Source: an optimization exercise on an open RTL-to-GDS flow (aim: a short achievable clock period and few clock cycles). Production flows keep margins and buffers that such runs may drop.
The RTL was checked by simulation tests, not by an equivalence proof against the original design.
Power and IR drop assume default switching activity.

==> trial 7: inputs <==
// cpu8_core
module cpu8_core (
    input  wire       clk,
    input  wire       rst,           
    input  wire       host_we,
    input  wire       host_sel,      
    input  wire [7:0] host_addr,
    input  wire [7:0] host_wdata,
    output wire [7:0] host_rdata,    
    input  wire       start,
    input  wire [5:0] prog_len,      
    output wire       in_req,
    input  wire       in_valid,
    input  wire       in_eof,
    input  wire [7:0] in_data,
    output wire [1:0] status,        
    output wire [2:0] err_kind,
    output wire [7:0] err_pc,
    output wire       err_op_valid,
    output wire [7:0] err_opcode,
    output wire [7:0] err_detail,
    output wire [7:0] pc_o,
    output wire [7:0] reg_a,
    output wire [7:0] reg_b,
    output wire [7:0] reg_c,
    output wire [7:0] reg_d,
    output wire [7:0] reg_e,
    output wire       flag_c,
    output wire       flag_z,
    output wire       flag_v,
    output wire       flag_n,
    output wire       ev_valid,
    output wire [7:0] ev_iaddr,
    output wire [7:0] ev_opcode
);
    localparam IMAGE_MAX    = 50;
    localparam MEM_SIZE     = 100;
    localparam SCRATCH_ADDR = 10;
    localparam S_IDLE   = 2'd0;
    localparam S_RUN    = 2'd1;
    localparam S_HALTED = 2'd2;
    localparam S_FAULTED= 2'd3;
    localparam E_INPUT  = 3'd4;
    localparam T_ADD = 0, T_SUB = 1, T_ADDC = 2, T_INC = 3, T_LOAD = 4,
               T_READ = 5, T_STORE = 6, T_SHL = 7, T_SHR = 8, T_AND = 9,
               T_OR = 10, T_XOR = 11, T_CPL = 12, T_BZ = 13, T_BC = 14;
    reg [1:0] st;
    reg [63:0] inb;           
    reg [7:0] pc;             
    reg [7:0] pcs;            
    reg [7:0] x [0:4];
    reg       fc, fz, fv, fn;
    reg [7:0] mem  [0:MEM_SIZE-1];
    reg [7:0] prog [0:IMAGE_MAX-1];
    reg [2:0] ekind;
    reg [7:0] epc, eop, edet;
    reg       eopv;
    reg       evv;
    reg [7:0] ev_pc, ev_op;
    reg        i_fault;
    reg [2:0]  i_fkind;
    reg        i_fopv;
    reg [2:0]  i_fsel;
    reg        i_halt;
    reg [14:0] i_ty;
    reg [4:0]  i_rs1, i_rs2;
  ...
clock: 10.0 ns
lec_check: 0
cap_margin: 20
core_margin: 2
core_utilization: 55
place_density: 0.7
setup_slack_margin: 4
slew_margin: 20
synth_hierarchical: 1
tns_end_percent: 10
run.sh (not shown) runs the stock make flow with config.mk's settings and CLKGATE_MAP_FILE= SYNTH_SCRIPT=/design/flow/synth_recipe.tcl, a recipe that flattens the netlist after the stock synthesis.
==> trial 70 (differences from trial 7) <==
--- a/flow/design.v
+++ b/flow/design.v
@@ -133,38 +133,33 @@
     reg [2:0]  i_fsel;
     reg        i_halt;
     reg [14:0] i_ty;
     reg [4:0]  i_rs1, i_rs2;
     reg [7:0]  i_op, i_b1, i_b2;
     reg        i_ok3;         
     wire idle = (st == S_IDLE);
     wire run  = (st == S_RUN);
-    reg [7:0] h0, h1, h2;
-    always @(*) begin
-        h0 = prog[0];
-        h1 = prog[1];
-        h2 = prog[2];
-        if (host_we && host_sel && host_addr == 8'd0) h0 = host_wdata;
-        if (host_we && host_sel && host_addr == 8'd1) h1 = host_wdata;
-        if (host_we && host_sel && host_addr == 8'd2) h2 = host_wdata;
-    end
+    wire [7:0] h0 = prog[0];
+    wire [7:0] h1 = prog[1];
+    wire [7:0] h2 = prog[2];
+    reg        w012;
     wire        z_fault, z_fopv, z_halt, z_len3;
     wire [2:0]  z_fkind, z_fsel;
     wire [14:0] z_ty;
     wire [4:0]  z_rs1, z_rs2;
     cpu8_dec u_dec0 (
         .b0(h0), .b1(h1), .b2(h2),
         .v0(!start || prog_len > 6'd0), .v1(!start || prog_len > 6'd1),
         .v2(!start || prog_len > 6'd2),
         .fault(z_fault), .fkind(z_fkind), .fopv(z_fopv), .fsel(z_fsel),
         .halt(z_halt), .len3(z_len3), .ty(z_ty), .rsel1(z_rs1), .rsel2(z_rs2)
     );
     wire l_ge3  = (prog_len[5:2] != 4'd0) || (prog_len[1:0] == 2'd3);
-    wire go0    = idle && start && i_ok3 && l_ge3;
+    wire go0    = idle && start && i_ok3 && !w012 && l_ge3;
     wire taken = run && ((i_ty[T_BZ] && fz) || (i_ty[T_BC] && fc));
     wire [7:0] n_a = taken ? i_b1 : pcs;
     reg [7:0] b0, b1, b2;
     reg       v0, v1, v2;
     integer k;
     always @(*) begin
         b0 = 8'h00; b1 = 8'h00; b2 = 8'h00;
         v0 = 1'b0;  v1 = 1'b0;  v2 = 1'b0;
@@ -233,17 +228,18 @@
                | ({8{i_ty[T_CPL]}}   & ~va);
     end
     wire is_arith  = i_ty[T_ADD] | i_ty[T_SUB] | i_ty[T_ADDC];
     wire wr_reg_nr = is_arith | i_ty[T_INC] | i_ty[T_LOAD] |
                      i_ty[T_SHL] | i_ty[T_SHR] | i_ty[T_AND] | i_ty[T_OR] |
                      i_ty[T_XOR] | i_ty[T_CPL];
     wire rd_ok    = run && !i_fault && i_ty[T_READ];
     wire in_fault = rd_ok && !in_valid && in_eof;
-    wire adv_nr   = (run && !i_fault && !i_halt) || go0;
+    wire adv_run  = run && !i_fault && !i_halt;            
+    wire adv_nr   = adv_run || go0;
     wire adv      = adv_nr && (!i_ty[T_READ] || in_valid);
     assign in_req = rd_ok;
     reg [7:0] d_det;
     always @(*) begin
         case (i_fsel)
             3'd0:    d_det = pc;
             3'd1:    d_det = pc + 8'd1;
             3'd2:    d_det = pc + 8'd2;
@@ -254,16 +250,17 @@
     end
     integer i;
     always @(posedge clk) begin
         if (rst) begin
             st    <= S_IDLE;
             pc    <= 8'd0;
             pcs   <= 8'd0;
             i_ok3 <= 1'b0;
+            w012  <= 1'b1;
             fc    <= 1'b0;
             fz    <= 1'b0;
             fv    <= 1'b0;
             fn    <= 1'b0;
             ekind <= 3'd0;
             epc   <= 8'd0;
             eop   <= 8'd0;
             eopv  <= 1'b0;
@@ -309,17 +306,19 @@
                 i_fsel  <= z_fsel;
                 i_halt  <= z_halt;
                 i_ty    <= z_ty;
                 i_rs1   <= z_rs1;
                 i_rs2   <= z_rs2;
                 i_op    <= h0;
                 i_b1    <= h1;
                 i_b2    <= h2;
-                i_ok3   <= !z_fault && !z_halt && !z_ty[T_READ];
+                w012    <= host_we && host_sel && (host_addr < 8'd3);
+                i_ok3   <= !z_fault && !z_halt && !z_ty[T_READ] && !z_ty[T_STORE] &&
+                           !z_ty[T_ADD] && !z_ty[T_SUB] && !z_ty[T_ADDC];
                 pc      <= 8'd0;
                 pcs     <= z_len3 ? 8'd3 : 8'd2;
             end
             if (run) begin
                 if (i_fault) begin
                     st    <= S_FAULTED;
                     ekind <= i_fkind;
                     epc   <= pc;
@@ -339,16 +338,18 @@
                     eop   <= i_op;
                     edet  <= 8'd0;
                 end
             end
             if (adv_nr) begin
                 for (i = 0; i < 5; i = i + 1)
                     if (i_rs1[i] && (wr_reg_nr || (i_ty[T_READ] && in_valid)))
                         x[i] <= result;
+            end
+            if (adv_run) begin
                 if (i_ty[T_STORE])
                     mem[i_b2] <= va;
                 if (is_arith) begin
                     mem[SCRATCH_ADDR] <= sum_r;
                     fc <= sum_c;
                     fz <= sum_z;
                     fv <= sum_v;
                     fn <= sum_n;
@@ -373,27 +374,28 @@
         for (gh = 0; gh < MEM_SIZE; gh = gh + 1) begin : g_hs
             cpu8_hsel u_s (.a(hp1n[gh % 4]), .b(hp2n[(gh / 4) % 4]), .c(hp3n[gh / 16]),
                            .y(hs[gh]));
         end
         for (gh = 0; gh < 50; gh = gh + 1) begin : g_ht
             cpu8_hl1 u_t (.s0(hs[2*gh]), .s1(hs[2*gh+1]), .d0(mem[2*gh]), .d1(mem[2*gh+1]),
                           .y(ht[gh]));
         end
-        for (gh = 0; gh < 12; gh = gh + 1) begin : g_hu
+        for (gh = 0; gh < 11; gh = gh + 1) begin : g_hu
             cpu8_hl2 u_u (.a(ht[4*gh]), .b(ht[4*gh+1]), .c(ht[4*gh+2]), .d(ht[4*gh+3]),
                           .y(hu[gh]));
         end
+        for (gh = 0; gh < 2; gh = gh + 1) begin : g_hu3
+            cpu8_hl2c u_u (.a(ht[44+3*gh]), .b(ht[45+3*gh]), .c(ht[46+3*gh]), .y(hu[11+gh]));
+        end
         for (gh = 0; gh < 3; gh = gh + 1) begin : g_hw
-            cpu8_hl3 u_w (.a(hu[4*gh]), .b(hu[4*gh+1]), .c(hu[4*gh+2]), .d(hu[4*gh+3]),
-                          .y(hw[gh]));
+            cpu8_hl3c u_w (.a(hu[3*gh]), .b(hu[3*gh+1]), .c(hu[3*gh+2]), .y(hw[gh]));
         end
     endgenerate
-    cpu8_hl2b u_u12 (.a(ht[48]), .b(ht[49]), .y(hu[12]));
-    cpu8_hinv u_w3  (.a(hu[12]), .y(hw[3]));
+    cpu8_hl3d u_w3 (.a(hu[9]), .b(hu[10]), .c(hu[11]), .d(hu[12]), .y(hw[3]));
     cpu8_hl2  u_out (.a(hw[0]), .b(hw[1]), .c(hw[2]), .d(hw[3]), .y(host_rdata));
     assign status       = st;
     assign err_kind     = ekind;
     assign err_pc       = epc;
     assign err_op_valid = eopv;
     assign err_opcode   = eop;
     assign err_detail   = edet;
     assign pc_o   = pc;
@@ -414,21 +416,21 @@
     input  wire [7:0] a,
     output wire [3:0] p1n,
     output wire [3:0] p2n,
     output wire [7:0] p3n
 );
     genvar i;
     generate
         for (i = 0; i < 4; i = i + 1) begin : g_p12
-            assign p1n[i] = !(a[1:0] == i);
+            assign p1n[i] = !((a[1:0] == i) && !a[7]);
             assign p2n[i] = !(a[3:2] == i);
         end
         for (i = 0; i < 8; i = i + 1) begin : g_p3
-            assign p3n[i] = !(a[7:4] == i);
+            assign p3n[i] = !(a[6:4] == i);
         end
     endgenerate
 endmodule
 module cpu8_hsel (input wire a, input wire b, input wire c, output wire y);
     assign y = !(a || b || c);
 endmodule
 module cpu8_hl1 (
     input  wire       s0,
@@ -440,26 +442,26 @@
     assign y = ~(({8{s0}} & d0) | ({8{s1}} & d1));
 endmodule
 module cpu8_hl2 (
     input  wire [7:0] a, b, c, d,
     output wire [7:0] y
 );
     assign y = ~(a & b & c & d);
 endmodule
-module cpu8_hl2b (
-    input  wire [7:0] a, b,
+module cpu8_hl3c (
+    input  wire [7:0] a, b, c,
     output wire [7:0] y
 );
-    assign y = ~(a & b);
+    assign y = ~(a | b | c);
 endmodule
-module cpu8_hl3 (
-    input  wire [7:0] a, b, c, d,
+module cpu8_hl2c (
+    input  wire [7:0] a, b, c,
     output wire [7:0] y
 );
-    assign y = ~(a | b | c | d);
+    assign y = ~(a & b & c);
 endmodule
-module cpu8_hinv (
-    input  wire [7:0] a,
+module cpu8_hl3d (
+    input  wire [7:0] a, b, c, d,
     output wire [7:0] y
 );
-    assign y = ~a;
+    assign y = ~(a | b | c | d);
 endmodule
- CAP_MARGIN: 20 -> 35
- CORE_UTILIZATION: 55 -> 40
- PLACE_DENSITY: 0.7 -> 0.6
- TNS_END_PERCENT: 10 -> 100
==> results.txt <==
Routability congestion estimate from global placement: trial 7 1.09; trial 70 1.04
Met3 Track Usage GR: trial 7 0.186; trial 70 0.0736
Comb pwr share: trial 7 0.116; trial 70 0.104
Buffer share of cell area: trial 7 0.0524; trial 70 0.0594
Worst hold slack after final layout: trial 7 458 ps; trial 70 456 ps
Syn avg cell area: trial 7 11.1 µm²; trial 70 12.1 µm²
Detailed route wirelength on metal2: trial 7 196000 µm; trial 70 179000 µm
Site Rows: trial 7 155; trial 70 174
Outcome: trial 7 complete, no violations; trial 70 complete, no violations
Max stage delay cell, worst path: trial 7 sky130_fd_sc_hd__nor4_4; trial 70 sky130_fd_sc_hd__nor3_4
Area of the mapped netlist: trial 7 0.0993 mm²; trial 70 0.0908 mm²
Power in the clock group: trial 7 0.00660 W; trial 70 0.00708 W
TAP cells: trial 7 2355; trial 70 2992
CP startpoint: trial 7 host_addr[6]; trial 70 host_addr[1]
Setup fix buffers added after clock tree synthesis: trial 7 112; trial 70 142
Testbench counts of trial 7, summed over its fixed seeds: cycles 11,748.
Testbench counts of trial 70, summed over its fixed seeds: cycles 11,748.

## port drivers added, routing unchanged
How much do the figures lean on ideal ports? The routed layouts below were timed once more, with nothing changed but the port constraints. Step 1 assumes that a clkbuf_16 drives the clock port and a buf_2 every other input. Step 2 adds t to the input delays and takes it off the output delays; t is the mean of the earliest and latest rising clock arrival at the registers after step 1. Input paths then give back, and output paths get back, about the clock's delay inside the block. Three values: ideal, step 1, step 2; two values: the first two.
| run | t (ns) | setup WS [ns] | worst register clock-pin slew, ns | pins driven straight from the clock port |
|---|---|---|---|---|
| trial 7 | 0.962 | 3.290 / 3.154 / 2.681 | 0.07 / 0.07 | 1 |
| trial 70 | 0.929 | 3.695 / 3.515 / 3.275 | 0.07 / 0.07 | 1 |
After both steps setup and hold are still met in every run listed. For trial 7, which loses most, drivers alone change the setup slack by -0.136 ns; drivers and shift together by -0.609 ns.
